Source: an optimization exercise on an open RTL-to-GDS flow (aim: small area). Production flows keep margins and buffers that such runs may drop. RTL that was checked went through simulation tests only; none was proved equivalent to the original. For run 2, only the layout was checked, not whether the RTL still works. Power is estimated from default activity; no workload was simulated.

## flow/design.v (module list and top-level ports; edited modules follow where they fit)
// module koki_core: 834 lines
// module koki_h74: 27 lines
module koki_h74 (
    input  wire        clk,
    input  wire        rst,
    input  wire        cmd_we,
    input  wire [31:0] cmd,
    output wire [35:0] res,
    output wire [1:0]  status      
);
  // ...
==> flow/flow/run.sh <==
#!/bin/bash
# Own layout flow: the standard layout (standard.sh) with
#  - synthesis by flow/synth.tcl: the standard flow's synthesis script, but ABC maps
#    for area (flow/abc.script) and no adder cells are extracted;
#  - the port buffers that global placement inserts made from buf_1.
# Registers, their names and cell types are those of the standard synthesis.
set -euo pipefail
HERE=$(pwd)
export OWN_ABC_SCRIPT="$HERE/flow/abc.script"
export BUFFER_PORTS_ARGS="-buffer_cell sky130_fd_sc_hd__buf_1"
bash standard.sh SYNTH_SCRIPT="$HERE/flow/synth.tcl" ADDER_MAP_FILE= finish > standard.log 2>&1
==> flow/flow/abc.script <==
strash
dch
map -D 4000 -B 0.1
topo
stime -c
==> flow/flow/synth.tcl <==
# The standard flow's synthesis script (synth_recipe.tcl) with two changes: every abc
# call maps with the area-oriented script flow/abc.script, and the caller
# sets ADDER_MAP_FILE empty so no half/full adder cells are extracted.
proc synth {args} { yosys synth -nofsm -noshare {*}$args }
proc abc {args} {
  set i [lsearch -exact $args -script]
  if { $i >= 0 } {
    set args [lreplace $args [expr {$i + 1}] [expr {$i + 1}] $::env(OWN_ABC_SCRIPT)]
  }
  yosys abc {*}$args
}
source $::env(SCRIPTS_DIR)/synth.tcl
# left out here: clear keep_hierarchy, flatten, clean up, hide names made inside functions, write 1_2_yosys.v
==> flow/standard.sh <==
#!/bin/bash
# synth_recipe.tcl (not shown) runs the flow's synth.tcl, then flattens the netlist and writes it again
# the make line also repeats each setting of config.mk as NAME=value (left out here)
make -C /OpenROAD-flow-scripts/flow DESIGN_CONFIG=/design/flow/config.mk WORK_HOME=/design/flow/orfs CLKGATE_MAP_FILE= SYNTH_SCRIPT=/design/flow/synth_recipe.tcl "${@:-finish}"
==> flow/config.mk <==
export PLATFORM = sky130hd
export DESIGN_NAME = koki_h74
export DESIGN_NICKNAME = koki_h74
export VERILOG_FILES = /design/flow/design.v
export SDC_FILE = /design/flow/constraint.sdc
export NUM_CORES = 4
export LEC_CHECK = 0
export ABC_AREA = 1
export CAP_MARGIN = 20
export CORE_MARGIN = 2
export CORE_UTILIZATION = 35
export GPL_TIMING_DRIVEN = 0
export SLEW_MARGIN = 20
export SYNTH_HIERARCHICAL = 1
export SYNTH_MEMORY_MAX_BITS = 32768
==> flow/constraint.sdc <==
create_clock -name core_clock -period 7.0 [get_ports {clk}]
set_input_delay 1.4000 -clock core_clock [delete_from_list [all_inputs] [get_ports {clk}]]
set_output_delay 1.4000 -clock core_clock [all_outputs]
set_load 0.01 [all_outputs]
==> impl_metrics.csv, run 1 <==
group,metric,value,unit
yosys,yosys_warnings,7,
power_and_ir_drop,p_comb_frac,0.581,
power_and_ir_drop,p_int,0.2650,mW
floorplanning,start_util,0.3636,
clock_network,cts_root_buffer,"clkbuf_8",
worst_setup_path,critical_path_required,7.17,ns
yosys,synth_fa_ha_area_frac,0,
grt,grt_pass1_wl,19.29,mm
sta,timing.final.crit_share,0.9449,
grt,grt-busiest-layer,"met2",
routing,met2WireLength,5.554,mm
layout,seq_cell_count,23,
run_status,status,"finished clean",
layout,nNonClkBuffers,78,
worst_setup_path,r2r_end,"ninv_q$_DFF_P_",
yosys,synth_common_cells,"98 x nor2_1, 87 x clkinv_1, 85 x nand2_1, 48 x a21oi_1, 41 x o21ai_0",
worst_setup_path,crit_type,"in -> reg",
worst_setup_path,endpoint_kind,"flop",
clock_network,post_cts_buffers,0,
layout,biggestCellCategory,"multi-input combinational cells",
clock_network,cts-resized-gates,4,
placed_design,dp_cells,736,
yosys,synth_mux_area_frac,0,
layout,comb.multi_input.count,442,
clock_network,clk_pin_slew,0.08,ns
power_and_ir_drop,switchingPower,0.2444,mW
power_and_ir_drop,netSwitchingFraction,0.4798,
sta,setup_ws,0.3857,ns
power_and_ir_drop,pg_clk,0.0816,mW
yosys,synth-simple-area-share,0.2954,
yosys,synth_cell_types,36,
placed_design,pre_cts_ws,-0.3138,ns
power_and_ir_drop,clkPwrFrac,0.160,
sta,slew_viol_final,0,
==> inputs of run 2 (changes only) <==
==> flow/design.v (replaced) <==
module koki_core (
    input wire rst,
    input wire cmd_we,
    input wire [31:0] cmd,
    input wire [19:0] m_q,
    input wire grid_q,
    input wire inv_q,
    input wire ill_q,
    output wire [19:0] m_d,
    output wire grid_d,
    output wire inv_d,
    output wire ill_d,
    output wire [35:0] res,
    output wire [1:0] status
);
  wire new_n119, new_n120, new_n121, new_n122, new_n123, new_n124, new_n125, new_n126, new_n127, new_n128, new_n129, new_n130, new_n131, new_n132, new_n133, new_n134, new_n135, new_n136, new_n137, new_n138, new_n139, new_n140, new_n141, new_n142, new_n143, new_n144, new_n145, new_n146, new_n147, new_n148, new_n149, new_n150, new_n151, new_n152, new_n153, new_n154, new_n155, new_n156, new_n157, new_n158, new_n159, new_n160, new_n161, new_n162, new_n163, new_n164, new_n165, new_n166, new_n167, new_n168, new_n169, new_n170, new_n171, new_n172, new_n173, new_n174, new_n175, new_n176, new_n177, new_n178, new_n179, new_n180, new_n181, new_n182, new_n183, new_n184, new_n185, new_n186, new_n187, new_n188, new_n189, new_n190, new_n191, new_n192, new_n193, new_n194, new_n195, new_n196, new_n197, new_n198, new_n199, new_n200, new_n201, new_n202, new_n203, new_n204, new_n205, new_n206, new_n207, new_n208, new_n209, new_n210, new_n211, new_n212, new_n213, new_n214, new_n215, new_n216, new_n217, new_n218, new_n219, new_n220, new_n221, new_n222, new_n223, new_n224, new_n225, new_n226, new_n227, new_n228, new_n229, new_n230, new_n231, new_n232, new_n233, new_n234, new_n235, new_n236, new_n237, new_n238, new_n239, new_n240, new_n241, new_n242, new_n243, new_n244, new_n245, new_n246, new_n247, new_n248, new_n249, new_n250, new_n251, new_n252, new_n253, new_n254, new_n255, new_n256, new_n257, new_n258, new_n259, new_n260, new_n261, new_n262, new_n263, new_n264, new_n265, new_n266, new_n267, new_n268, new_n269, new_n270, new_n271, new_n272, new_n273, new_n274, new_n275, new_n276, new_n277, new_n278, new_n279, new_n280, new_n281, new_n282, new_n283, new_n284, new_n285, new_n286, new_n287, new_n288, new_n289, new_n290, new_n291, new_n292, new_n293, new_n294, new_n295, new_n296, new_n297, new_n298, new_n299, new_n300, new_n301, new_n302, new_n303, new_n304, new_n305, new_n306, new_n307, new_n308, new_n309, new_n310, new_n311, new_n312, new_n313, new_n314, new_n315, new_n316, new_n317, new_n318, new_n319, new_n320, new_n321, new_n322, new_n323, new_n324, new_n325, new_n326, new_n327, new_n328, new_n329, new_n330, new_n331, new_n332, new_n333, new_n334, new_n335, new_n336, new_n337, new_n338, new_n339, new_n340, new_n341, new_n342, new_n343, new_n344, new_n345, new_n346, new_n347, new_n348, new_n349, new_n350, new_n351, new_n352, new_n353, new_n354, new_n355, new_n356, new_n357, new_n358, new_n359, new_n360, new_n361, new_n362, new_n363, new_n364, new_n365, new_n366, new_n367, new_n368, new_n369, new_n370, new_n371, new_n372, new_n373, new_n374, new_n375, new_n376, new_n377, new_n378, new_n379, new_n380, new_n381, new_n382, new_n383, new_n384, new_n385, new_n386, new_n387, new_n388, new_n389, new_n390, new_n391, new_n392, new_n393, new_n394, new_n395, new_n396, new_n397, new_n398, new_n399, new_n400, new_n401, new_n402, new_n403, new_n404, new_n405, new_n406, new_n407, new_n408, new_n409, new_n410, new_n411, new_n412, new_n413, new_n414, new_n415, new_n416, new_n417, new_n418, new_n419, new_n420, new_n421, new_n422, new_n423, new_n424, new_n425, new_n426, new_n427, new_n428, new_n429, new_n430, new_n431, new_n432, new_n433, new_n434, new_n435, new_n436, new_n437, new_n438, new_n439, new_n440, new_n441, new_n442, new_n443, new_n444, new_n445, new_n446, new_n447, new_n448, new_n449, new_n450, new_n451, new_n452, new_n453, new_n454, new_n455, new_n456, new_n457, new_n458, new_n459, new_n460, new_n461, new_n462, new_n463, new_n464, new_n465, new_n466, new_n467, new_n468, new_n469, new_n470, new_n471, new_n472, new_n473, new_n474, new_n475, new_n476, new_n477, new_n478, new_n479, new_n480, new_n481, new_n482, new_n483, new_n484, new_n485, new_n486, new_n487, new_n488, new_n489, new_n490, new_n491, new_n492, new_n493, new_n494, new_n495, new_n496, new_n497, new_n498, new_n499, new_n500, new_n501, new_n502, new_n503, new_n504, new_n505, new_n506, new_n507, new_n508, new_n509, new_n510, new_n511, new_n512, new_n513, new_n514, new_n515, new_n516, new_n517, new_n518, new_n519, new_n520, new_n521, new_n522, new_n523, new_n524, new_n525, new_n526, new_n527, new_n528, new_n529, new_n530, new_n531, new_n532, new_n533, new_n534, new_n535, new_n536, new_n537, new_n538, new_n539, new_n540, new_n541, new_n542, new_n543, new_n545, new_n546, new_n547, new_n548, new_n549, new_n550, new_n551, new_n552, new_n553, new_n554, new_n555, new_n556, new_n557, new_n558, new_n559, new_n560, new_n561, new_n562, new_n563, new_n564, new_n565, new_n566, new_n567, new_n568, new_n569, new_n571, new_n572, new_n573, new_n574, new_n575, new_n576, new_n577, new_n578, new_n579, new_n580, new_n581, new_n582, new_n583, new_n584, new_n585, new_n586, new_n587, new_n588, new_n589, new_n590, new_n591, new_n592, new_n593, new_n595, new_n596, new_n597, new_n598, new_n599, new_n600, new_n601, new_n602, new_n603, new_n604, new_n605, new_n606, new_n607, new_n608, new_n609, new_n610, new_n611, new_n612, new_n613, new_n614, new_n615, new_n616, new_n617, new_n619, new_n620, new_n621, new_n622, new_n623, new_n624, new_n625, new_n626, new_n627, new_n628, new_n629, new_n630, new_n631, new_n632, new_n634, new_n635, new_n636, new_n637, new_n638, new_n639, new_n640, new_n641, new_n642, new_n643, new_n644, new_n645, new_n646, new_n648, new_n649, new_n650, new_n651, new_n652, new_n653, new_n654, new_n655, new_n656, new_n657, new_n658, new_n660, new_n661, new_n662, new_n663, new_n665, new_n666, new_n667, new_n668, new_n669, new_n670, new_n671, new_n672, new_n673, new_n674, new_n675, new_n676, new_n677, new_n678, new_n679, new_n681, new_n682, new_n683, new_n684, new_n685, new_n686, new_n687, new_n688, new_n689, new_n690, new_n691, new_n692, new_n694, new_n695, new_n696, new_n697, new_n698, new_n699, new_n701, new_n702, new_n703, new_n704, new_n705, new_n707, new_n708, new_n709, new_n710, new_n712, new_n713, new_n714, new_n715, new_n717, new_n718, new_n719, new_n720, new_n722, new_n723, new_n724, new_n725, new_n727, new_n728, new_n729, new_n730, new_n732, new_n733, new_n734, new_n735, new_n737, new_n738, new_n739, new_n740, new_n742, new_n743, new_n744, new_n746, new_n747, new_n749, new_n750, new_n751, new_n752, new_n753, new_n754, new_n755, new_n756, new_n757, new_n758, new_n759, new_n760, new_n761, new_n762, new_n763, new_n764, new_n765, new_n766, new_n767, new_n768, new_n769, new_n770, new_n771, new_n772, new_n773, new_n774, new_n775, new_n776, new_n777, new_n778, new_n779, new_n781, new_n782, new_n784, new_n785, new_n786, new_n787, new_n788, new_n789, new_n790, new_n792, new_n793, new_n794, new_n795, new_n796, new_n797, new_n798, new_n799, new_n800, new_n801, new_n803, new_n804, new_n805, new_n806, new_n807, new_n808, new_n809, new_n810, new_n812, new_n813, new_n814, new_n815, new_n816, new_n817, new_n818, new_n819, new_n821, new_n822, new_n823, new_n824, new_n825, new_n826, new_n827, new_n828, new_n830, new_n831, new_n832, new_n833, new_n834, new_n835, new_n836, new_n837, new_n839, new_n840, new_n841, new_n842, new_n843, new_n845, new_n846, new_n847, new_n848, new_n849, new_n851, new_n852, new_n853, new_n854, new_n855, new_n857, new_n858, new_n859, new_n860, new_n861, new_n863, new_n864, new_n866, new_n867, new_n869, new_n870, new_n872, new_n873, new_n875, new_n876, new_n878, new_n879, new_n880, new_n881, new_n882, new_n884, new_n885, new_n886, new_n887, new_n888, new_n889, new_n890, new_n891, new_n893, new_n894, new_n895, new_n896, new_n897, new_n898, new_n899, new_n900, new_n902, new_n903, new_n904, new_n905, new_n906, new_n907, new_n908, new_n909, new_n911, new_n912, new_n913, new_n914, new_n915, new_n916, new_n917, new_n918, new_n920, new_n922, new_n924, new_n926, new_n928, new_n930, new_n932, new_n934, new_n936, new_n938, new_n940, new_n942, new_n944, new_n946, new_n948;
  assign new_n119 = cmd[28] & ~cmd[31] ;
  assign new_n120 = cmd[28] & ~cmd[29] ;
  assign new_n121 = ~cmd[20] & ~cmd[21] ;
  assign new_n122 = cmd[22] & ~new_n121;
  assign new_n123 = new_n120 & ~new_n122;
  assign new_n124 = ~cmd[22] & new_n121;
  assign new_n125 = ~cmd[28] & cmd[29] ;
  assign new_n126 = new_n124 & new_n125;
  assign new_n127 = ~new_n123 & ~new_n126;
  assign new_n128 = cmd[31] & ~new_n127;
  assign new_n129 = cmd[28] & cmd[29] ;
  assign new_n130 = cmd[30] & new_n129;
  assign new_n131 = ~new_n124 & ~new_n130;
  assign new_n132 = ~cmd[16] & ~cmd[17] ;
  assign new_n133 = ~cmd[18] & ~cmd[19] ;
  assign new_n134 = new_n132 & new_n133;
  assign new_n135 = ~cmd[12] & ~cmd[13] ;
  assign new_n136 = ~cmd[14] & ~cmd[15] ;
  assign new_n137 = new_n135 & new_n136;
  assign new_n138 = ~cmd[8] & ~cmd[9] ;
  assign new_n139 = ~cmd[10] & ~cmd[11] ;
  assign new_n140 = new_n138 & new_n139;
  assign new_n141 = new_n137 & new_n140;
  assign new_n142 = new_n134 & new_n141;
  assign new_n143 = ~new_n131 & new_n142;
  assign new_n144 = ~new_n128 & ~new_n143;
  assign new_n145 = ~cmd[25] & ~cmd[26] ;
  assign new_n146 = ~cmd[27] & new_n145;
  assign new_n147 = ~rst & cmd_we;
  assign new_n148 = ~cmd[23] & ~cmd[24] ;
  assign new_n149 = new_n147 & new_n148;
  assign new_n150 = new_n146 & new_n149;
  assign new_n151 = ~new_n144 & new_n150;
  assign new_n152 = ~cmd[30] & new_n151;
  assign new_n153 = cmd[29] & new_n152;
  assign new_n154 = new_n119 & new_n153;
  assign new_n155 = ~cmd[5] & ~cmd[6] ;
  assign new_n156 = cmd[5] & cmd[6] ;
  assign new_n157 = ~new_n155 & ~new_n156;
  assign new_n158 = ~cmd[28] & cmd[31] ;
  assign new_n159 = ~new_n119 & ~new_n158;
  assign new_n160 = ~cmd[1] & ~cmd[2] ;
  assign new_n161 = cmd[3] & ~new_n160;
  assign new_n162 = cmd[4] & new_n161;
  assign new_n163 = new_n155 & ~new_n162;
  assign new_n164 = cmd[7] & ~new_n163;
  assign new_n165 = ~cmd[4] & ~new_n161;
  assign new_n166 = cmd[7] & ~new_n165;
  assign new_n167 = ~new_n164 & ~new_n166;
  assign new_n168 = new_n159 & ~new_n167;
  assign new_n169 = ~cmd[29] & ~new_n164;
  assign new_n170 = ~new_n168 & ~new_n169;
  assign new_n171 = cmd[4] & ~new_n170;
  assign new_n172 = ~cmd[4] & new_n170;
  assign new_n173 = ~new_n171 & ~new_n172;
  assign new_n174 = ~cmd[3] & ~cmd[4] ;
  assign new_n175 = cmd[6] & new_n174;
  assign new_n176 = ~cmd[6] & ~new_n165;
  assign new_n177 = ~new_n175 & ~new_n176;
  assign new_n178 = cmd[0] & cmd[1] ;
  assign new_n179 = cmd[2] & ~cmd[4] ;
  assign new_n180 = cmd[4] & ~cmd[6] ;
  assign new_n181 = ~cmd[2] & new_n180;
  assign new_n182 = ~new_n179 & ~new_n181;
  assign new_n183 = new_n178 & ~new_n182;
  assign new_n184 = ~cmd[7] & new_n183;
  assign new_n185 = new_n177 & ~new_n184;
  assign new_n186 = ~cmd[7] & ~new_n177;
  assign new_n187 = cmd[3] & cmd[4] ;
  assign new_n188 = ~cmd[5] & ~new_n187;
  assign new_n189 = ~cmd[0] & new_n160;
  assign new_n190 = cmd[4] & cmd[5] ;
  assign new_n191 = ~new_n189 & ~new_n190;
  assign new_n192 = ~new_n188 & new_n191;
  assign new_n193 = ~new_n186 & ~new_n192;
  assign new_n194 = ~new_n185 & new_n193;
  assign new_n195 = ~new_n174 & ~new_n187;
  assign new_n196 = cmd[1] & ~new_n195;
  assign new_n197 = new_n179 & ~new_n196;
  assign new_n198 = ~cmd[2] & new_n174;
  assign new_n199 = cmd[1] & new_n198;
  assign new_n200 = ~cmd[5] & ~cmd[7] ;
  assign new_n201 = ~cmd[4] & cmd[6] ;
  assign new_n202 = ~new_n180 & ~new_n201;
  assign new_n203 = new_n200 & new_n202;
  assign new_n204 = ~new_n199 & new_n203;
  assign new_n205 = ~new_n197 & new_n204;
  assign new_n206 = ~new_n194 & ~new_n205;
  assign new_n207 = ~cmd[2] & ~cmd[3] ;
  assign new_n208 = ~cmd[6] & ~new_n207;
  assign new_n209 = ~new_n161 & new_n208;
  assign new_n210 = ~cmd[7] & ~new_n209;
  assign new_n211 = ~new_n165 & new_n210;
  assign new_n212 = ~new_n200 & ~new_n211;
  assign new_n213 = cmd[6] & ~cmd[7] ;
  assign new_n214 = new_n212 & new_n213;
  assign new_n215 = cmd[5] & ~cmd[6] ;
  assign new_n216 = cmd[2] & cmd[3] ;
  assign new_n217 = ~cmd[7] & new_n216;
  assign new_n218 = ~cmd[4] & ~new_n217;
  assign new_n219 = new_n215 & ~new_n218;
  assign new_n220 = ~cmd[2] & ~new_n178;
  assign new_n221 = new_n187 & ~new_n220;
  assign new_n222 = new_n219 & ~new_n221;
  assign new_n223 = ~cmd[5] & cmd[6] ;
  assign new_n224 = ~cmd[4] & ~cmd[5] ;
  assign new_n225 = cmd[2] & new_n178;
  assign new_n226 = ~cmd[3] & ~cmd[5] ;
  assign new_n227 = ~new_n225 & new_n226;
  assign new_n228 = ~new_n224 & ~new_n227;
  assign new_n229 = new_n223 & new_n228;
  assign new_n230 = ~new_n222 & ~new_n229;
  assign new_n231 = ~new_n214 & new_n230;
  assign new_n232 = new_n206 & new_n231;
  assign new_n233 = cmd[29] & ~new_n232;
  assign new_n234 = new_n159 & ~new_n233;
  assign new_n235 = cmd[3] & ~cmd[4] ;
  assign new_n236 = ~new_n220 & new_n235;
  assign new_n237 = new_n190 & new_n208;
  assign new_n238 = ~cmd[4] & ~new_n157;
  assign new_n239 = ~new_n194 & ~new_n238;
  assign new_n240 = cmd[5] & new_n189;
  assign new_n241 = ~cmd[3] & ~new_n179;
  assign new_n242 = cmd[6] & ~new_n241;
  assign new_n243 = ~new_n240 & ~new_n242;
  assign new_n244 = cmd[1] & cmd[2] ;
  assign new_n245 = ~cmd[5] & ~new_n244;
  assign new_n246 = cmd[4] & ~new_n220;
  assign new_n247 = ~new_n245 & new_n246;
  assign new_n248 = cmd[5] & new_n225;
  assign new_n249 = cmd[0] & cmd[2] ;
  assign new_n250 = ~new_n244 & ~new_n249;
  assign new_n251 = new_n224 & new_n250;
  assign new_n252 = ~new_n248 & ~new_n251;
  assign new_n253 = ~new_n247 & new_n252;
  assign new_n254 = cmd[3] & new_n253;
  assign new_n255 = ~new_n243 & ~new_n254;
  assign new_n256 = new_n157 & ~new_n195;
  assign new_n257 = ~new_n157 & new_n195;
  assign new_n258 = ~new_n256 & ~new_n257;
  assign new_n259 = new_n255 & ~new_n258;
  assign new_n260 = ~new_n239 & ~new_n259;
  assign new_n261 = ~cmd[4] & new_n260;
  assign new_n262 = new_n164 & ~new_n223;
  assign new_n263 = ~new_n261 & new_n262;
  assign new_n264 = ~new_n237 & ~new_n263;
  assign new_n265 = ~new_n236 & ~new_n264;
  assign new_n266 = ~new_n160 & new_n180;
  assign new_n267 = ~new_n215 & ~new_n266;
  assign new_n268 = ~new_n209 & new_n267;
  assign new_n269 = ~new_n265 & ~new_n268;
  assign new_n270 = cmd[7] & new_n260;
  assign new_n271 = ~cmd[5] & new_n221;
  assign new_n272 = cmd[5] & ~new_n187;
  assign new_n273 = new_n213 & ~new_n272;
  assign new_n274 = new_n174 & new_n250;
  assign new_n275 = new_n273 & ~new_n274;
  assign new_n276 = ~new_n271 & new_n275;
  assign new_n277 = ~new_n270 & ~new_n276;
  assign new_n278 = ~new_n269 & new_n277;
  assign new_n279 = cmd[7] & new_n255;
  assign new_n280 = new_n187 & new_n279;
  assign new_n281 = ~cmd[29] & ~new_n280;
  assign new_n282 = new_n278 & new_n281;
  assign new_n283 = ~new_n234 & ~new_n282;
  assign new_n284 = ~new_n195 & ~new_n232;
  assign new_n285 = cmd[6] & ~new_n227;
  assign new_n286 = new_n155 & new_n250;
  assign new_n287 = cmd[3] & cmd[5] ;
  assign new_n288 = ~new_n226 & ~new_n287;
  assign new_n289 = ~new_n189 & ~new_n288;
  assign new_n290 = ~new_n286 & new_n289;
  assign new_n291 = ~new_n285 & new_n290;
  assign new_n292 = ~new_n167 & ~new_n291;
  assign new_n293 = ~new_n284 & new_n292;
  assign new_n294 = ~cmd[0] & ~cmd[2] ;
  assign new_n295 = ~cmd[5] & ~new_n294;
  assign new_n296 = ~new_n155 & ~new_n201;
  assign new_n297 = ~new_n295 & ~new_n296;
  assign new_n298 = cmd[4] & ~cmd[5] ;
  assign new_n299 = cmd[2] & ~cmd[6] ;
  assign new_n300 = ~new_n298 & new_n299;
  assign new_n301 = new_n161 & ~new_n300;
  assign new_n302 = ~new_n297 & new_n301;
  assign new_n303 = ~new_n183 & new_n302;
  assign new_n304 = ~new_n212 & ~new_n303;
  assign new_n305 = cmd[29] & new_n159;
  assign new_n306 = ~new_n304 & new_n305;
  assign new_n307 = ~new_n293 & new_n306;
  assign new_n308 = cmd[2] & ~new_n197;
  assign new_n309 = ~cmd[4] & new_n220;
  assign new_n310 = cmd[7] & ~new_n309;
  assign new_n311 = ~new_n308 & new_n310;
  assign new_n312 = ~cmd[7] & new_n187;
  assign new_n313 = new_n250 & new_n312;
  assign new_n314 = ~cmd[3] & cmd[4] ;
  assign new_n315 = cmd[2] & new_n314;
  assign new_n316 = cmd[5] & ~new_n198;
  assign new_n317 = ~new_n315 & new_n316;
  assign new_n318 = ~new_n313 & new_n317;
  assign new_n319 = ~cmd[0] & ~cmd[4] ;
  assign new_n320 = new_n195 & ~new_n319;
  assign new_n321 = new_n160 & new_n320;
  assign new_n322 = cmd[0] & new_n199;
  assign new_n323 = ~new_n321 & ~new_n322;
  assign new_n324 = ~new_n318 & new_n323;
  assign new_n325 = ~new_n311 & ~new_n324;
  assign new_n326 = new_n163 & new_n166;
  assign new_n327 = ~cmd[6] & ~new_n326;
  assign new_n328 = ~new_n325 & new_n327;
  assign new_n329 = ~cmd[29] & ~new_n159;
  assign new_n330 = ~cmd[3] & ~new_n253;
  assign new_n331 = ~new_n175 & ~new_n273;
  assign new_n332 = ~cmd[5] & new_n187;
  assign new_n333 = new_n220 & new_n332;
  assign new_n334 = ~new_n331 & ~new_n333;
  assign new_n335 = ~new_n330 & new_n334;
  assign new_n336 = new_n329 & ~new_n335;
  assign new_n337 = ~new_n328 & new_n336;
  assign new_n338 = ~new_n279 & new_n337;
  assign new_n339 = ~new_n307 & ~new_n338;
  assign new_n340 = cmd[0] & ~new_n339;
  assign new_n341 = ~cmd[29] & new_n339;
  assign new_n342 = ~new_n340 & ~new_n341;
  assign new_n343 = ~new_n283 & ~new_n342;
  assign new_n344 = new_n283 & new_n342;
  assign new_n345 = cmd[1] & ~new_n344;
  assign new_n346 = ~new_n343 & ~new_n345;
  assign new_n347 = ~new_n176 & ~new_n228;
  assign new_n348 = ~cmd[7] & ~new_n219;
  assign new_n349 = cmd[7] & new_n219;
  assign new_n350 = ~new_n348 & ~new_n349;
  assign new_n351 = ~new_n347 & new_n350;
  assign new_n352 = ~new_n206 & ~new_n274;
  assign new_n353 = new_n347 & ~new_n350;
  assign new_n354 = ~new_n352 & new_n353;
  assign new_n355 = ~new_n351 & ~new_n354;
  assign new_n356 = new_n159 & new_n355;
  assign new_n357 = cmd[29] & ~new_n356;
  assign new_n358 = new_n165 & new_n200;
  assign new_n359 = new_n223 & ~new_n278;
  assign new_n360 = ~new_n159 & new_n264;
  assign new_n361 = ~new_n359 & new_n360;
  assign new_n362 = ~new_n358 & new_n361;
  assign new_n363 = ~new_n357 & ~new_n362;
  assign new_n364 = ~new_n346 & new_n363;
  assign new_n365 = new_n346 & ~new_n363;
  assign new_n366 = cmd[2] & ~new_n365;
  assign new_n367 = ~new_n364 & ~new_n366;
  assign new_n368 = ~new_n355 & ~new_n361;
  assign new_n369 = ~cmd[6] & ~new_n219;
  assign new_n370 = new_n368 & ~new_n369;
  assign new_n371 = cmd[7] & new_n369;
  assign new_n372 = ~new_n368 & new_n371;
  assign new_n373 = ~new_n213 & ~new_n372;
  assign new_n374 = ~new_n370 & new_n373;
  assign new_n375 = new_n159 & ~new_n374;
  assign new_n376 = ~cmd[29] & new_n374;
  assign new_n377 = ~new_n375 & ~new_n376;
  assign new_n378 = ~new_n367 & ~new_n377;
  assign new_n379 = new_n367 & new_n377;
  assign new_n380 = cmd[3] & ~new_n379;
  assign new_n381 = ~new_n378 & ~new_n380;
  assign new_n382 = new_n173 & ~new_n381;
  assign new_n383 = ~new_n171 & ~new_n382;
  assign new_n384 = ~cmd[29] & new_n383;
  assign new_n385 = ~cmd[5] & new_n384;
  assign new_n386 = cmd[29] & ~new_n383;
  assign new_n387 = cmd[5] & new_n386;
  assign new_n388 = ~new_n385 & ~new_n387;
  assign new_n389 = ~new_n157 & ~new_n388;
  assign new_n390 = cmd[7] & ~new_n389;
  assign new_n391 = ~cmd[7] & new_n389;
  assign new_n392 = ~new_n390 & ~new_n391;
  assign new_n393 = ~new_n343 & ~new_n344;
  assign new_n394 = cmd[1] & new_n124;
  assign new_n395 = ~cmd[20] & cmd[21] ;
  assign new_n396 = cmd[9] & new_n395;
  assign new_n397 = cmd[17] & cmd[22] ;
  assign new_n398 = ~new_n396 & ~new_n397;
  assign new_n399 = cmd[20] & cmd[21] ;
  assign new_n400 = cmd[13] & new_n399;
  assign new_n401 = cmd[20] & ~cmd[21] ;
  assign new_n402 = cmd[5] & new_n401;
  assign new_n403 = ~new_n400 & ~new_n402;
  assign new_n404 = new_n398 & new_n403;
  assign new_n405 = ~new_n394 & new_n404;
  assign new_n406 = ~new_n393 & new_n405;
  assign new_n407 = new_n393 & ~new_n405;
  assign new_n408 = ~new_n406 & ~new_n407;
  assign new_n409 = ~new_n364 & ~new_n365;
  assign new_n410 = cmd[2] & new_n124;
  assign new_n411 = cmd[10] & new_n395;
  assign new_n412 = cmd[18] & cmd[22] ;
  assign new_n413 = ~new_n411 & ~new_n412;
  assign new_n414 = cmd[14] & new_n399;
  assign new_n415 = cmd[6] & new_n401;
  assign new_n416 = ~new_n414 & ~new_n415;
  assign new_n417 = new_n413 & new_n416;
  assign new_n418 = ~new_n410 & new_n417;
  assign new_n419 = new_n409 & ~new_n418;
  assign new_n420 = ~new_n409 & new_n418;
  assign new_n421 = ~new_n419 & ~new_n420;
  assign new_n422 = new_n408 & new_n421;
  assign new_n423 = cmd[16] & cmd[22] ;
  assign new_n424 = ~cmd[20] & ~new_n423;
  assign new_n425 = ~cmd[4] & new_n401;
  assign new_n426 = ~new_n424 & ~new_n425;
  assign new_n427 = cmd[0] & new_n124;
  assign new_n428 = ~new_n426 & ~new_n427;
  assign new_n429 = cmd[8] & cmd[21] ;
  assign new_n430 = new_n339 & ~new_n429;
  assign new_n431 = new_n428 & ~new_n430;
  assign new_n432 = ~cmd[12] & cmd[21] ;
  assign new_n433 = ~new_n428 & ~new_n432;
  assign new_n434 = new_n339 & new_n433;
  assign new_n435 = ~new_n431 & ~new_n434;
  assign new_n436 = new_n408 & new_n435;
  assign new_n437 = ~new_n421 & ~new_n436;
  assign new_n438 = ~new_n422 & ~new_n437;
  assign new_n439 = new_n392 & new_n438;
  assign new_n440 = ~new_n392 & ~new_n438;
  assign new_n441 = ~new_n439 & ~new_n440;
  assign new_n442 = ~new_n378 & ~new_n379;
  assign new_n443 = cmd[3] & new_n124;
  assign new_n444 = cmd[11] & new_n395;
  assign new_n445 = cmd[19] & cmd[22] ;
  assign new_n446 = ~new_n444 & ~new_n445;
  assign new_n447 = cmd[15] & new_n399;
  assign new_n448 = cmd[7] & new_n401;
  assign new_n449 = ~new_n447 & ~new_n448;
  assign new_n450 = new_n446 & new_n449;
  assign new_n451 = ~new_n443 & new_n450;
  assign new_n452 = ~new_n442 & new_n451;
  assign new_n453 = new_n442 & ~new_n451;
  assign new_n454 = ~new_n452 & ~new_n453;
  assign new_n455 = ~new_n173 & new_n381;
  assign new_n456 = ~new_n382 & ~new_n455;
  assign new_n457 = new_n408 & ~new_n435;
  assign new_n458 = new_n421 & new_n457;
  assign new_n459 = new_n454 & new_n458;
  assign new_n460 = new_n456 & new_n459;
  assign new_n461 = ~new_n384 & ~new_n386;
  assign new_n462 = cmd[5] & new_n461;
  assign new_n463 = ~cmd[5] & ~new_n461;
  assign new_n464 = ~new_n462 & ~new_n463;
  assign new_n465 = ~new_n460 & ~new_n464;
  assign new_n466 = ~cmd[5] & new_n460;
  assign new_n467 = new_n461 & new_n466;
  assign new_n468 = ~new_n465 & ~new_n467;
  assign new_n469 = new_n454 & new_n468;
  assign new_n470 = ~new_n454 & ~new_n468;
  assign new_n471 = ~new_n469 & ~new_n470;
  assign new_n472 = ~new_n456 & ~new_n459;
  assign new_n473 = ~new_n466 & ~new_n472;
  assign new_n474 = ~cmd[6] & ~new_n388;
  assign new_n475 = cmd[6] & new_n388;
  assign new_n476 = ~new_n474 & ~new_n475;
  assign new_n477 = new_n473 & ~new_n476;
  assign new_n478 = ~new_n473 & new_n476;
  assign new_n479 = ~new_n477 & ~new_n478;
  assign new_n480 = ~new_n460 & ~new_n479;
  assign new_n481 = ~new_n471 & ~new_n480;
  assign new_n482 = new_n471 & ~new_n479;
  assign new_n483 = ~new_n481 & ~new_n482;
  assign new_n484 = new_n441 & ~new_n483;
  assign new_n485 = ~new_n441 & new_n483;
  assign new_n486 = ~new_n484 & ~new_n485;
  assign new_n487 = new_n154 & ~new_n486;
  assign new_n488 = ~cmd[28] & ~cmd[29] ;
  assign new_n489 = cmd[29] & new_n119;
  assign new_n490 = ~cmd[30] & ~new_n489;
  assign new_n491 = ~new_n488 & ~new_n490;
  assign new_n492 = cmd[30] & ~cmd[31] ;
  assign new_n493 = new_n488 & ~new_n492;
  assign new_n494 = ~new_n491 & ~new_n493;
  assign new_n495 = new_n151 & new_n494;
  assign new_n496 = ~new_n435 & new_n495;
  assign new_n497 = cmd[31] & ~new_n258;
  assign new_n498 = ~cmd[22] & ~new_n497;
  assign new_n499 = ~new_n249 & ~new_n294;
  assign new_n500 = new_n202 & new_n499;
  assign new_n501 = ~new_n202 & ~new_n499;
  assign new_n502 = ~new_n500 & ~new_n501;
  assign new_n503 = cmd[31] & ~new_n502;
  assign new_n504 = ~new_n160 & ~new_n244;
  assign new_n505 = new_n157 & ~new_n504;
  assign new_n506 = ~new_n157 & new_n504;
  assign new_n507 = ~new_n505 & ~new_n506;
  assign new_n508 = new_n503 & ~new_n507;
  assign new_n509 = ~new_n399 & ~new_n508;
  assign new_n510 = ~new_n498 & ~new_n509;
  assign new_n511 = cmd[6] & ~new_n510;
  assign new_n512 = ~cmd[6] & new_n510;
  assign new_n513 = ~new_n511 & ~new_n512;
  assign new_n514 = ~cmd[7] & cmd[31] ;
  assign new_n515 = new_n488 & ~new_n514;
  assign new_n516 = new_n152 & ~new_n515;
  assign new_n517 = new_n488 & new_n516;
  assign new_n518 = ~new_n513 & new_n517;
  assign new_n519 = ~cmd[6] & new_n224;
  assign new_n520 = ~cmd[29] & ~new_n519;
  assign new_n521 = ~cmd[7] & ~new_n520;
  assign new_n522 = ~new_n488 & ~new_n521;
  assign new_n523 = new_n492 & ~new_n522;
  assign new_n524 = new_n151 & new_n523;
  assign new_n525 = ~rst & ~new_n524;
  assign new_n526 = ~new_n516 & new_n525;
  assign new_n527 = m_q[0] & new_n526;
  assign new_n528 = ~cmd[22] & new_n401;
  assign new_n529 = ~cmd[0] & new_n528;
  assign new_n530 = ~cmd[3] & new_n502;
  assign new_n531 = cmd[3] & ~new_n502;
  assign new_n532 = new_n120 & ~new_n531;
  assign new_n533 = ~new_n530 & new_n532;
  assign new_n534 = ~new_n529 & ~new_n533;
  assign new_n535 = new_n125 & ~new_n502;
  assign new_n536 = cmd[0] & ~new_n528;
  assign new_n537 = new_n127 & new_n536;
  assign new_n538 = ~new_n535 & ~new_n537;
  assign new_n539 = new_n534 & new_n538;
  assign new_n540 = new_n524 & ~new_n539;
  assign new_n541 = ~new_n527 & ~new_n540;
  assign new_n542 = ~new_n518 & new_n541;
  assign new_n543 = ~new_n496 & new_n542;
  assign m_d[0] = new_n487 | ~new_n543;
  assign new_n545 = new_n408 & new_n495;
  assign new_n546 = ~new_n507 & new_n534;
  assign new_n547 = new_n507 & ~new_n534;
  assign new_n548 = ~new_n127 & ~new_n547;
  assign new_n549 = ~new_n546 & new_n548;
  assign new_n550 = ~cmd[22] & new_n395;
  assign new_n551 = ~cmd[1] & new_n550;
  assign new_n552 = cmd[1] & ~new_n550;
  assign new_n553 = ~new_n551 & ~new_n552;
  assign new_n554 = new_n127 & new_n553;
  assign new_n555 = new_n524 & ~new_n554;
  assign new_n556 = ~new_n549 & new_n555;
  assign new_n557 = m_q[1] & new_n526;
  assign new_n558 = ~cmd[0] & new_n154;
  assign new_n559 = cmd[31] & new_n502;
  assign new_n560 = ~new_n507 & new_n559;
  assign new_n561 = ~new_n395 & ~new_n560;
  assign new_n562 = ~new_n498 & ~new_n561;
  assign new_n563 = cmd[5] & ~new_n562;
  assign new_n564 = ~cmd[5] & new_n562;
  assign new_n565 = ~new_n563 & ~new_n564;
  assign new_n566 = new_n517 & ~new_n565;
  assign new_n567 = ~new_n558 & ~new_n566;
  assign new_n568 = ~new_n557 & new_n567;
  assign new_n569 = ~new_n556 & new_n568;
  assign m_d[1] = new_n545 | ~new_n569;
  assign new_n571 = new_n421 & new_n495;
  assign new_n572 = ~new_n408 & ~new_n435;
  assign new_n573 = ~new_n436 & ~new_n572;
  assign new_n574 = new_n154 & ~new_n573;
  assign new_n575 = new_n498 & ~new_n509;
  assign new_n576 = cmd[2] & ~new_n575;
  assign new_n577 = ~cmd[2] & new_n575;
  assign new_n578 = ~new_n576 & ~new_n577;
  assign new_n579 = new_n127 & new_n578;
  assign new_n580 = ~new_n127 & new_n258;
  assign new_n581 = new_n524 & ~new_n580;
  assign new_n582 = ~new_n579 & new_n581;
  assign new_n583 = new_n503 & new_n507;
  assign new_n584 = ~new_n401 & ~new_n583;
  assign new_n585 = ~new_n498 & ~new_n584;
  assign new_n586 = cmd[4] & ~new_n585;
  assign new_n587 = ~cmd[4] & new_n585;
  assign new_n588 = ~new_n586 & ~new_n587;
  assign new_n589 = new_n517 & ~new_n588;
  assign new_n590 = m_q[2] & new_n526;
  assign new_n591 = ~new_n589 & ~new_n590;
  assign new_n592 = ~new_n582 & new_n591;
  assign new_n593 = ~new_n574 & new_n592;
  assign m_d[2] = new_n571 | ~new_n593;
  assign new_n595 = new_n454 & new_n495;
  assign new_n596 = new_n421 & new_n572;
  assign new_n597 = ~new_n421 & ~new_n572;
  assign new_n598 = ~new_n596 & ~new_n597;
  assign new_n599 = new_n154 & ~new_n598;
  assign new_n600 = new_n517 & ~new_n578;
  assign new_n601 = m_q[3] & new_n526;
  assign new_n602 = cmd[28] & new_n524;
  assign new_n603 = cmd[1] & ~cmd[29] ;
  assign new_n604 = new_n499 & new_n603;
  assign new_n605 = cmd[22] & new_n121;
  assign new_n606 = cmd[3] & new_n605;
  assign new_n607 = ~new_n604 & ~new_n606;
  assign new_n608 = ~cmd[1] & ~cmd[29] ;
  assign new_n609 = ~new_n499 & new_n608;
  assign new_n610 = ~cmd[3] & cmd[29] ;
  assign new_n611 = ~new_n605 & new_n610;
  assign new_n612 = ~new_n609 & ~new_n611;
  assign new_n613 = new_n607 & new_n612;
  assign new_n614 = new_n602 & new_n613;
  assign new_n615 = ~new_n601 & ~new_n614;
  assign new_n616 = ~new_n600 & new_n615;
  assign new_n617 = ~new_n599 & new_n616;
  assign m_d[3] = new_n595 | ~new_n617;
  assign new_n619 = ~new_n422 & new_n573;
  assign new_n620 = new_n454 & ~new_n619;
  assign new_n621 = ~new_n454 & new_n619;
  assign new_n622 = ~new_n620 & ~new_n621;
  assign new_n623 = new_n154 & new_n622;
  assign new_n624 = ~cmd[29] & cmd[31] ;
  assign new_n625 = new_n495 & ~new_n624;
  assign new_n626 = new_n456 & new_n625;
  assign new_n627 = m_q[4] & new_n526;
  assign new_n628 = cmd[2] & ~cmd[29] ;
  assign new_n629 = new_n588 & ~new_n628;
  assign new_n630 = new_n602 & ~new_n629;
  assign new_n631 = ~new_n627 & ~new_n630;
  assign new_n632 = ~new_n626 & new_n631;
  assign m_d[4] = new_n623 | ~new_n632;
  assign new_n634 = ~new_n464 & new_n625;
  assign new_n635 = ~new_n454 & new_n458;
  assign new_n636 = ~new_n421 & ~new_n457;
  assign new_n637 = ~new_n635 & ~new_n636;
  assign new_n638 = new_n456 & ~new_n637;
  assign new_n639 = ~new_n456 & new_n637;
  assign new_n640 = ~new_n638 & ~new_n639;
  assign new_n641 = new_n154 & ~new_n640;
  assign new_n642 = m_q[5] & new_n526;
  assign new_n643 = new_n565 & ~new_n603;
  assign new_n644 = new_n602 & ~new_n643;
  assign new_n645 = ~new_n642 & ~new_n644;
  assign new_n646 = ~new_n641 & new_n645;
  assign m_d[5] = new_n634 | ~new_n646;
  assign new_n648 = new_n458 & ~new_n471;
  assign new_n649 = ~new_n458 & new_n471;
  assign new_n650 = ~new_n648 & ~new_n649;
  assign new_n651 = new_n154 & new_n650;
  assign new_n652 = ~new_n476 & new_n625;
  assign new_n653 = m_q[6] & new_n526;
  assign new_n654 = cmd[0] & ~cmd[29] ;
  assign new_n655 = new_n513 & ~new_n654;
  assign new_n656 = new_n602 & ~new_n655;
  assign new_n657 = ~new_n653 & ~new_n656;
  assign new_n658 = ~new_n652 & new_n657;
  assign m_d[6] = new_n651 | ~new_n658;
  assign new_n660 = new_n154 & new_n479;
  assign new_n661 = ~new_n392 & new_n625;
  assign new_n662 = m_q[7] & new_n526;
  assign new_n663 = ~new_n661 & ~new_n662;
  assign m_d[7] = new_n660 | ~new_n663;
  assign new_n665 = cmd[5] & new_n460;
  assign new_n666 = cmd[6] & new_n665;
  assign new_n667 = ~new_n392 & new_n666;
  assign new_n668 = new_n392 & ~new_n666;
  assign new_n669 = ~new_n667 & ~new_n668;
  assign new_n670 = new_n468 & new_n669;
  assign new_n671 = ~new_n468 & ~new_n669;
  assign new_n672 = ~new_n670 & ~new_n671;
  assign new_n673 = new_n119 & ~new_n672;
  assign new_n674 = ~cmd[8] & ~new_n673;
  assign new_n675 = new_n153 & ~new_n674;
  assign new_n676 = new_n127 & new_n495;
  assign new_n677 = ~new_n486 & new_n676;
  assign new_n678 = m_q[8] & new_n526;
  assign new_n679 = ~new_n677 & ~new_n678;
  assign m_d[8] = new_n675 | ~new_n679;
  assign new_n681 = new_n476 & ~new_n665;
  assign new_n682 = ~new_n476 & new_n665;
  assign new_n683 = ~new_n681 & ~new_n682;
  assign new_n684 = new_n486 & new_n683;
  assign new_n685 = ~new_n486 & ~new_n683;
  assign new_n686 = ~new_n684 & ~new_n685;
  assign new_n687 = new_n154 & ~new_n686;
  assign new_n688 = new_n435 & new_n676;
  assign new_n689 = m_q[9] & new_n526;
  assign new_n690 = cmd[9] & new_n153;
  assign new_n691 = ~new_n689 & ~new_n690;
  assign new_n692 = ~new_n688 & new_n691;
  assign m_d[9] = new_n687 | ~new_n692;
  assign new_n694 = new_n119 & new_n669;
  assign new_n695 = ~cmd[10] & ~new_n694;
  assign new_n696 = new_n153 & ~new_n695;
  assign new_n697 = m_q[10] & new_n526;
  assign new_n698 = ~new_n573 & new_n676;
  assign new_n699 = ~new_n697 & ~new_n698;
  assign m_d[10] = new_n696 | ~new_n699;
  assign new_n701 = ~new_n598 & new_n676;
  assign new_n702 = m_q[11] & new_n526;
  assign new_n703 = cmd[11] & new_n153;
  assign new_n704 = ~new_n702 & ~new_n703;
  assign new_n705 = ~new_n701 & new_n704;
  assign m_d[11] = new_n487 | ~new_n705;
  assign new_n707 = new_n622 & new_n676;
  assign new_n708 = m_q[12] & new_n526;
  assign new_n709 = cmd[12] & new_n153;
  assign new_n710 = ~new_n708 & ~new_n709;
  assign m_d[12] = new_n707 | ~new_n710;
  assign new_n712 = ~new_n640 & new_n676;
  assign new_n713 = m_q[13] & new_n526;
  assign new_n714 = cmd[13] & new_n153;
  assign new_n715 = ~new_n713 & ~new_n714;
  assign m_d[13] = new_n712 | ~new_n715;
  assign new_n717 = new_n650 & new_n676;
  assign new_n718 = m_q[14] & new_n526;
  assign new_n719 = cmd[14] & new_n153;
  assign new_n720 = ~new_n718 & ~new_n719;
  assign m_d[14] = new_n717 | ~new_n720;
  assign new_n722 = new_n479 & new_n676;
  assign new_n723 = m_q[15] & new_n526;
  assign new_n724 = cmd[15] & new_n153;
  assign new_n725 = ~new_n723 & ~new_n724;
  assign m_d[15] = new_n722 | ~new_n725;
  assign new_n727 = ~new_n672 & new_n676;
  assign new_n728 = cmd[16] & new_n153;
  assign new_n729 = m_q[16] & new_n526;
  assign new_n730 = ~new_n728 & ~new_n729;
  assign m_d[16] = new_n727 | ~new_n730;
  assign new_n732 = new_n676 & ~new_n686;
  assign new_n733 = m_q[17] & new_n526;
  assign new_n734 = cmd[17] & new_n153;
  assign new_n735 = ~new_n733 & ~new_n734;
  assign m_d[17] = new_n732 | ~new_n735;
  assign new_n737 = new_n669 & new_n676;
  assign new_n738 = m_q[18] & new_n526;
  assign new_n739 = cmd[18] & new_n153;
  assign new_n740 = ~new_n738 & ~new_n739;
  assign m_d[18] = new_n737 | ~new_n740;
  assign new_n742 = m_q[19] & new_n526;
  assign new_n743 = cmd[19] & new_n153;
  assign new_n744 = ~new_n742 & ~new_n743;
  assign m_d[19] = new_n677 | ~new_n744;
  assign new_n746 = grid_q & new_n526;
  assign new_n747 = cmd[31] & new_n153;
  assign grid_d = new_n746 | new_n747;
  assign new_n749 = inv_q & new_n526;
  assign new_n750 = ~new_n175 & ~new_n256;
  assign new_n751 = ~cmd[0] & ~new_n750;
  assign new_n752 = new_n155 & new_n235;
  assign new_n753 = cmd[0] & new_n314;
  assign new_n754 = ~new_n752 & ~new_n753;
  assign new_n755 = ~new_n751 & new_n754;
  assign new_n756 = ~cmd[7] & ~new_n755;
  assign new_n757 = cmd[0] & ~new_n238;
  assign new_n758 = ~new_n195 & ~new_n757;
  assign new_n759 = cmd[7] & ~new_n320;
  assign new_n760 = ~new_n758 & new_n759;
  assign new_n761 = new_n507 & ~new_n760;
  assign new_n762 = ~new_n756 & new_n761;
  assign new_n763 = new_n502 & new_n507;
  assign new_n764 = ~cmd[2] & ~cmd[6] ;
  assign new_n765 = new_n358 & new_n764;
  assign new_n766 = ~new_n763 & ~new_n765;
  assign new_n767 = ~cmd[29] & ~cmd[31] ;
  assign new_n768 = ~new_n766 & new_n767;
  assign new_n769 = ~new_n762 & new_n768;
  assign new_n770 = ~cmd[3] & new_n160;
  assign new_n771 = ~new_n196 & ~new_n770;
  assign new_n772 = new_n329 & ~new_n499;
  assign new_n773 = ~new_n771 & new_n772;
  assign new_n774 = ~new_n305 & ~new_n773;
  assign new_n775 = cmd[7] & new_n156;
  assign new_n776 = ~new_n274 & new_n775;
  assign new_n777 = ~new_n774 & new_n776;
  assign new_n778 = ~new_n769 & ~new_n777;
  assign new_n779 = new_n516 & ~new_n778;
  assign inv_d = new_n749 | new_n779;
  assign new_n781 = cmd_we & new_n526;
  assign new_n782 = ~rst & ill_q;
  assign ill_d = new_n781 | new_n782;
  assign new_n784 = m_q[2] & ~m_q[3] ;
  assign new_n785 = ~m_q[2] & m_q[3] ;
  assign new_n786 = ~new_n784 & ~new_n785;
  assign new_n787 = grid_q & ~new_n786;
  assign new_n788 = m_q[0] & ~new_n787;
  assign new_n789 = ~m_q[0] & new_n787;
  assign new_n790 = ~inv_q & ~new_n789;
  assign res[0] = new_n788 | ~new_n790;
  assign new_n792 = ~grid_q & ~inv_q;
  assign new_n793 = ~m_q[1] & new_n792;
  assign new_n794 = ~m_q[4] & ~m_q[7] ;
  assign new_n795 = m_q[4] & m_q[7] ;
  assign new_n796 = ~new_n794 & ~new_n795;
  assign new_n797 = ~m_q[6] & new_n796;
  assign new_n798 = grid_q & ~inv_q;
  assign new_n799 = m_q[6] & ~new_n796;
  assign new_n800 = new_n798 & ~new_n799;
  assign new_n801 = ~new_n797 & new_n800;
  assign res[1] = ~new_n793 & ~new_n801;
  assign new_n803 = ~m_q[2] & new_n792;
  assign new_n804 = ~m_q[8] & ~m_q[11] ;
  assign new_n805 = m_q[8] & m_q[11] ;
  assign new_n806 = ~new_n804 & ~new_n805;
  assign new_n807 = ~m_q[10] & new_n806;
  assign new_n808 = m_q[10] & ~new_n806;
  assign new_n809 = new_n798 & ~new_n808;
  assign new_n810 = ~new_n807 & new_n809;
  assign res[2] = ~new_n803 & ~new_n810;
  assign new_n812 = ~m_q[3] & new_n792;
  assign new_n813 = ~m_q[12] & ~m_q[15] ;
  assign new_n814 = m_q[12] & m_q[15] ;
  assign new_n815 = ~new_n813 & ~new_n814;
  assign new_n816 = ~m_q[14] & new_n815;
  assign new_n817 = m_q[14] & ~new_n815;
  assign new_n818 = new_n798 & ~new_n817;
  assign new_n819 = ~new_n816 & new_n818;
  assign res[3] = ~new_n812 & ~new_n819;
  assign new_n821 = ~m_q[4] & new_n792;
  assign new_n822 = ~m_q[16] & ~m_q[19] ;
  assign new_n823 = m_q[16] & m_q[19] ;
  assign new_n824 = ~new_n822 & ~new_n823;
  assign new_n825 = ~m_q[18] & new_n824;
  assign new_n826 = m_q[18] & ~new_n824;
  assign new_n827 = new_n798 & ~new_n826;
  assign new_n828 = ~new_n825 & new_n827;
  assign res[4] = ~new_n821 & ~new_n828;
  assign new_n830 = ~m_q[5] & new_n792;
  assign new_n831 = ~m_q[0] & ~m_q[1] ;
  assign new_n832 = m_q[0] & m_q[1] ;
  assign new_n833 = ~new_n831 & ~new_n832;
  assign new_n834 = ~m_q[3] & new_n833;
  assign new_n835 = m_q[3] & ~new_n833;
  assign new_n836 = new_n798 & ~new_n835;
  assign new_n837 = ~new_n834 & new_n836;
  assign res[5] = ~new_n830 & ~new_n837;
  assign new_n839 = ~m_q[6] & new_n792;
  assign new_n840 = ~m_q[5] & new_n796;
  assign new_n841 = m_q[5] & ~new_n796;
  assign new_n842 = new_n798 & ~new_n841;
  assign new_n843 = ~new_n840 & new_n842;
  assign res[6] = ~new_n839 & ~new_n843;
  assign new_n845 = ~m_q[7] & new_n792;
  assign new_n846 = ~m_q[9] & new_n806;
  assign new_n847 = m_q[9] & ~new_n806;
  assign new_n848 = new_n798 & ~new_n847;
  assign new_n849 = ~new_n846 & new_n848;
  assign res[7] = ~new_n845 & ~new_n849;
  assign new_n851 = ~m_q[8] & new_n792;
  assign new_n852 = ~m_q[13] & new_n815;
  assign new_n853 = m_q[13] & ~new_n815;
  assign new_n854 = new_n798 & ~new_n853;
  assign new_n855 = ~new_n852 & new_n854;
  assign res[8] = ~new_n851 & ~new_n855;
  assign new_n857 = ~m_q[9] & new_n792;
  assign new_n858 = ~m_q[17] & new_n824;
  assign new_n859 = m_q[17] & ~new_n824;
  assign new_n860 = new_n798 & ~new_n859;
  assign new_n861 = ~new_n858 & new_n860;
  assign res[9] = ~new_n857 & ~new_n861;
  assign new_n863 = ~m_q[10] & new_n792;
  assign new_n864 = ~m_q[3] & new_n798;
  assign res[10] = ~new_n863 & ~new_n864;
  assign new_n866 = ~m_q[11] & new_n792;
  assign new_n867 = ~m_q[7] & new_n798;
  assign res[11] = ~new_n866 & ~new_n867;
  assign new_n869 = ~m_q[12] & new_n792;
  assign new_n870 = ~m_q[11] & new_n798;
  assign res[12] = ~new_n869 & ~new_n870;
  assign new_n872 = ~m_q[15] & new_n798;
  assign new_n873 = ~m_q[13] & new_n792;
  assign res[13] = ~new_n872 & ~new_n873;
  assign new_n875 = ~m_q[19] & new_n798;
  assign new_n876 = ~m_q[14] & new_n792;
  assign res[14] = ~new_n875 & ~new_n876;
  assign new_n878 = ~m_q[15] & new_n792;
  assign new_n879 = ~m_q[2] & new_n833;
  assign new_n880 = m_q[2] & ~new_n833;
  assign new_n881 = new_n798 & ~new_n880;
  assign new_n882 = ~new_n879 & new_n881;
  assign res[15] = ~new_n878 & ~new_n882;
  assign new_n884 = ~m_q[16] & new_n792;
  assign new_n885 = ~m_q[5] & ~m_q[6] ;
  assign new_n886 = m_q[5] & m_q[6] ;
  assign new_n887 = ~new_n885 & ~new_n886;
  assign new_n888 = ~m_q[4] & new_n887;
  assign new_n889 = m_q[4] & ~new_n887;
  assign new_n890 = new_n798 & ~new_n889;
  assign new_n891 = ~new_n888 & new_n890;
  assign res[16] = ~new_n884 & ~new_n891;
  assign new_n893 = ~m_q[17] & new_n792;
  assign new_n894 = ~m_q[9] & ~m_q[10] ;
  assign new_n895 = m_q[9] & m_q[10] ;
  assign new_n896 = ~new_n894 & ~new_n895;
  assign new_n897 = ~m_q[8] & new_n896;
  assign new_n898 = m_q[8] & ~new_n896;
  assign new_n899 = new_n798 & ~new_n898;
  assign new_n900 = ~new_n897 & new_n899;
  assign res[17] = ~new_n893 & ~new_n900;
  assign new_n902 = ~m_q[18] & new_n792;
  assign new_n903 = ~m_q[13] & ~m_q[14] ;
  assign new_n904 = m_q[13] & m_q[14] ;
  assign new_n905 = ~new_n903 & ~new_n904;
  assign new_n906 = ~m_q[12] & new_n905;
  assign new_n907 = m_q[12] & ~new_n905;
  assign new_n908 = new_n798 & ~new_n907;
  assign new_n909 = ~new_n906 & new_n908;
  assign res[18] = ~new_n902 & ~new_n909;
  assign new_n911 = ~m_q[19] & new_n792;
  assign new_n912 = ~m_q[17] & ~m_q[18] ;
  assign new_n913 = m_q[17] & m_q[18] ;
  assign new_n914 = ~new_n912 & ~new_n913;
  assign new_n915 = ~m_q[16] & new_n914;
  assign new_n916 = m_q[16] & ~new_n914;
  assign new_n917 = new_n798 & ~new_n916;
  assign new_n918 = ~new_n915 & new_n917;
  assign res[19] = ~new_n911 & ~new_n918;
  assign new_n920 = m_q[2] & grid_q;
  assign res[20] = inv_q | new_n920;
  assign new_n922 = m_q[6] & grid_q;
  assign res[21] = inv_q | new_n922;
  assign new_n924 = m_q[10] & grid_q;
  assign res[22] = inv_q | new_n924;
  assign new_n926 = m_q[14] & grid_q;
  assign res[23] = inv_q | new_n926;
  assign new_n928 = m_q[18] & grid_q;
  assign res[24] = inv_q | new_n928;
  assign new_n930 = m_q[1] & grid_q;
  assign res[25] = inv_q | new_n930;
  assign new_n932 = m_q[5] & grid_q;
  assign res[26] = inv_q | new_n932;
  assign new_n934 = m_q[9] & grid_q;
  assign res[27] = inv_q | new_n934;
  assign new_n936 = m_q[13] & grid_q;
  assign res[28] = inv_q | new_n936;
  assign new_n938 = m_q[17] & grid_q;
  assign res[29] = inv_q | new_n938;
  assign new_n940 = m_q[0] & grid_q;
  assign res[30] = inv_q | new_n940;
  assign new_n942 = m_q[4] & grid_q;
  assign res[31] = inv_q | new_n942;
  assign new_n944 = m_q[8] & grid_q;
  assign res[32] = inv_q | new_n944;
  assign new_n946 = m_q[12] & grid_q;
  assign res[33] = inv_q | new_n946;
  assign new_n948 = m_q[16] & grid_q;
  assign res[34] = inv_q | new_n948;
  assign res[35] = inv_q;
  assign status[0] = inv_q;
  assign status[1] = ill_q;
endmodule
module koki_h74 (
    input  wire        clk,
    input  wire        rst,
    input  wire        cmd_we,
    input  wire [31:0] cmd,
    output wire [35:0] res,
    output wire [1:0]  status      
);
    reg  [19:0] m_q;
    reg         grid_q, ill_q;
    reg         ninv_q;                   
    wire        inv_q = ~ninv_q;
    wire [19:0] m_d;
    wire        grid_d, inv_d, ill_d;
    koki_core u_core (
        .rst(rst), .cmd_we(cmd_we), .cmd(cmd),
        .m_q(m_q), .grid_q(grid_q), .inv_q(inv_q), .ill_q(ill_q),
        .m_d(m_d), .grid_d(grid_d), .inv_d(inv_d), .ill_d(ill_d),
        .res(res), .status(status)
    );
    always @(posedge clk) begin
        m_q    <= m_d;
        grid_q <= grid_d;
        ninv_q <= ~inv_d;
        ill_q  <= ill_d;
    end
endmodule
==> flow/flow/abc.script (replaced) <==
strash
dch -f
map -D 3500
topo
stime -c
==> impl_metrics.csv, run 2 <==
group,metric,value,unit
sta,whs,0.4963,ns
layout,largest_reg_flops,20,
floorplanning,rows,35,
floorplanning,die_w,101,µm
sta,fmax,154.6,MHz
yosys,syn_inst,559,
yosys,syn_area,3293,µm²
floorplanning,die_area,10200,µm²
yosys,avgSynthCellArea,5.891,µm²
floorplanning,die_h,101,µm
placed_design,numPortBuffers,72,
sta,finClkSkew,0,ns
sta,slew_viol_final,0,
clock_network,clock-sinks,23,
layout,regMostFlops,"m_q",
sta,setup_ws,0.5303,ns
worst_setup_path,crit_type,"in -> reg",
placed_design,pre_cts_ws,-1.072,ns
yosys,yosysTopAreaCellShare,0.1398,
worst_setup_path,worstSetupStartpointType,"primary input",
grt,grt-ovfl-total,0,
sta,hold_viol_final,0,
sta,finalCriticalPeriod,6.470,ns
layout,syn_to_final_growth,18.35,%
clock_network,cts_tree,"yes",
grt,antenna_found_initial,0,
routing,vias,4503,
placed_design,hpwl,10.84,mm
sta,timing.final.crit_share,0.9242,
grt,grt_pass1_wl,21.02,mm
sta,setup_viol,0,
worst_setup_path,worst_path_most_repeated_cell,"nand2_1",
worst_setup_path,crit_fanout,16,
routing,drcViolationCount,0,
worst_hold_path,worstHoldPathType,"reg -> reg",
yosys,seq_area_frac_synth,0.1398,
power_and_ir_drop,peakVddDrop,70.70,µV
yosys,yosysMostFrequentCell,"nand2_1",
clock_network,clk_pin_slew,0.08,ns
layout,n_antenna_cell,0,
layout,final_area,3897,µm²
grt,grt_usage,0.2605,
layout,layout_common_cells,"94 x nand2_1, 82 x clkinv_1, 64 x buf_1, 58 x nor2_1, 47 x a21oi_1",
power_and_ir_drop,p_per_area,130.5,nW/µm²
routing,viasPerCell,5.980,
routing,routed_wl,13.64,mm
routing,routedWlPerCell,18.11,µm
yosys,ys_dominant_reg_cell,"dfxtp_1",
yosys,synthTopCellsByArea,"dfxtp_1 14%, nand2_1 11%, clkinv_1 10%",
power_and_ir_drop,p_leak,1.403,nW
run_status,status,"finished clean",
yosys,postSynth.asyncResetShare,0,
routing,drtIter0Drc,428,
clock_network,clk_path_buf_depth,2,
worst_setup_path,slowest_stage,"or3b_2",
yosys,synth_common_cells,"95 x nand2_1, 89 x clkinv_1, 63 x nor2_1, 49 x a21oi_1, 37 x o21ai_0",
layout,final_common_cell,"nand2_1",
grt,first_global_vias,4026,
worst_setup_path,cp_slowest_stage_delay,0.47,ns
yosys,yosys_warnings,7,
floorplanning,num_io_pins,73,
worst_setup_path,cp.arrival,6.61,ns
layout,nets,678,
clock_network,cts.hold.buffers_added,0,
clock_network,insertion_delay,0.26,ns
sta,tightest_slew,0.8289,ns
yosys,ys_ff_latch,23,
yosys,synth_edf_count,0,
yosys,synth_cell_types,38,
floorplanning,core-area,9196,µm²
routing,ant_nets,0,
placed_design,postPlaceCellArea,3716,µm²
layout,drive_gt1_frac,0.08255,
yosys,synth_top_area_cell,"dfxtp_1",
routing,firstDrtPassIters,5,
grt,grt_max_degree,25,
floorplanning,start_util,0.3581,
job,drv_cap,0,
clock_network,cts_root_buffer,"clkbuf_8",
clock_network,cts_made_buffers,3,
yosys,synth_fp_nets,594,
sta,max_slew_margin,0.4474,
worst_setup_path,critical_path_required,7.14,ns
worst_setup_path,endpoint_kind,"flop",
clock_network,h-tree-depth,1,
layout,utilization,0.4238,
placed_design,place_congestion,1.000,
[run 2: changes by cell type after synthesis, sizes merged, moves of 5 or more]
cell	change
a221oi	-9
a22oi	+8
a31oi	+10
nand2	+10
nand3	+11
nor2	-35
nor3	-7
xnor2	-10
xor2	+5
[run 2: timing repair]
| item | in CTS | in global routing |
|---|---|---|
| pin swaps | 0 | 0 |
| endpoints found under the setup margin | 13 | 9 |
| setup buffers | 0 | 6 |
| gates resized for setup | 8 | 31 |
[run 2: path summary, 6_finish.rpt]
| check | from | to | slack [ns] | depth (start not counted) |
|---|---|---|---|---|
| setup / recovery | cmd[6] | m_q[9]$_DFF_P_ | 0.53 | 32 |
| setup reg to reg | ninv_q$_DFF_P_ | ninv_q$_DFF_P_ | 5.67 | 4 |
| hold / removal | ill_q$_DFF_P_ | ill_q$_DFF_P_ | 0.50 | 1 |
| hold reg to reg | ill_q$_DFF_P_ | ill_q$_DFF_P_ | 0.50 | 1 |
[run 2: final cells by class]
type,instances,area [µm²]
fillers,1057,5299
multi-input cells,444,2535
flip-flops and latches,23,460.4
inverters,89,356.6
repair buffers,79,339.1
well taps,111,138.9
clock buffers,4,45.04
plain buffers,3,22.52
[run 2: worst max-delay path, delay by kind of cell]
family,cells,cell delay (ns)
buf+inv,6,1.07
simple gates,17,2.71
compound gates,9,1.41
[run 2: routing by layer]
metal  wire length (µm)  share of wire  GRT usage  vias up
met5                  0              0          0        -
met4                310          0.023    0.07796        0
met3                855          0.063    0.02080       29
met2               6373           0.47     0.4446      207
met1               6098           0.45     0.3496     2076
li1                   -              -          -     2191
[run 2: modules after synthesis (local to each module, per instance)]
| module | cells inside | copies in the design | cell area, µm² |
|---|---|---|---|
| koki_h74 | 25 | 1 | 467.9 |
| koki_core | 534 | 1 | 2825 |
[run 2: kinds of logic (layout without fill, tap and decap cells)]
kind of cell	after synthesis	count (layout)	share of synthesized area
AOI/OAI and AO/OA	193	193	0.3834
xor gates and xnor gates	32	32	0.08511
DFF	23	23	0.1398
and+or+nand+nor	218	218	0.2804
muxes	1	1	0.003040
buffers and inverters	92	175	0.1083
[run 2: stage by stage]
stage / std cells / TNS, ns / power, mW
after floorplan: 559 / 0 / 0.3206
after global placement: 742 / -10.03 / 0.4044
after detailed placement: 743 / -9.114 / 0.4055
after CTS: 747 / 0 / 0.4875
after global routing: 753 / -0.02792 / 0.5422
final: 753 / 0 / 0.5086
[run 2: report_power, final]
group	switching (mW)	internal [mW]
Clock	0.0410	0.0407
Sequential	0.000391	0.131
Combinational	0.206	0.0896

==> what the ideal ports hide <==
Ports are ideal in the flow. The routed layouts listed here were re-timed in OpenROAD.
Step 1 assumes that a clkbuf_16 drives the clock port and a buf_2 every other input.
Step 2 adds t to the input delays and takes it off the output delays; t is the mean of the earliest and latest rising clock arrival at the registers after step 1. Input paths then give back, and output paths get back, about the clock's delay inside the block.
a / b / c = ideal ports / drivers / drivers and shift; a / b = the first two.
run	shift t [ns]	slack for setup (ns)	worst register clock-pin slew, ns	cell pins on the clock port's net
run 1	0.286	0.386 / 0.392 / 0.106	0.08 / 0.08	1
run 2	0.291	0.530 / 0.538 / 0.247	0.08 / 0.08	1
After both steps setup and hold are still met in every run listed. The setup slack of run 2, which loses most, moves by +0.008 ns with the drivers and by -0.283 ns with both steps.
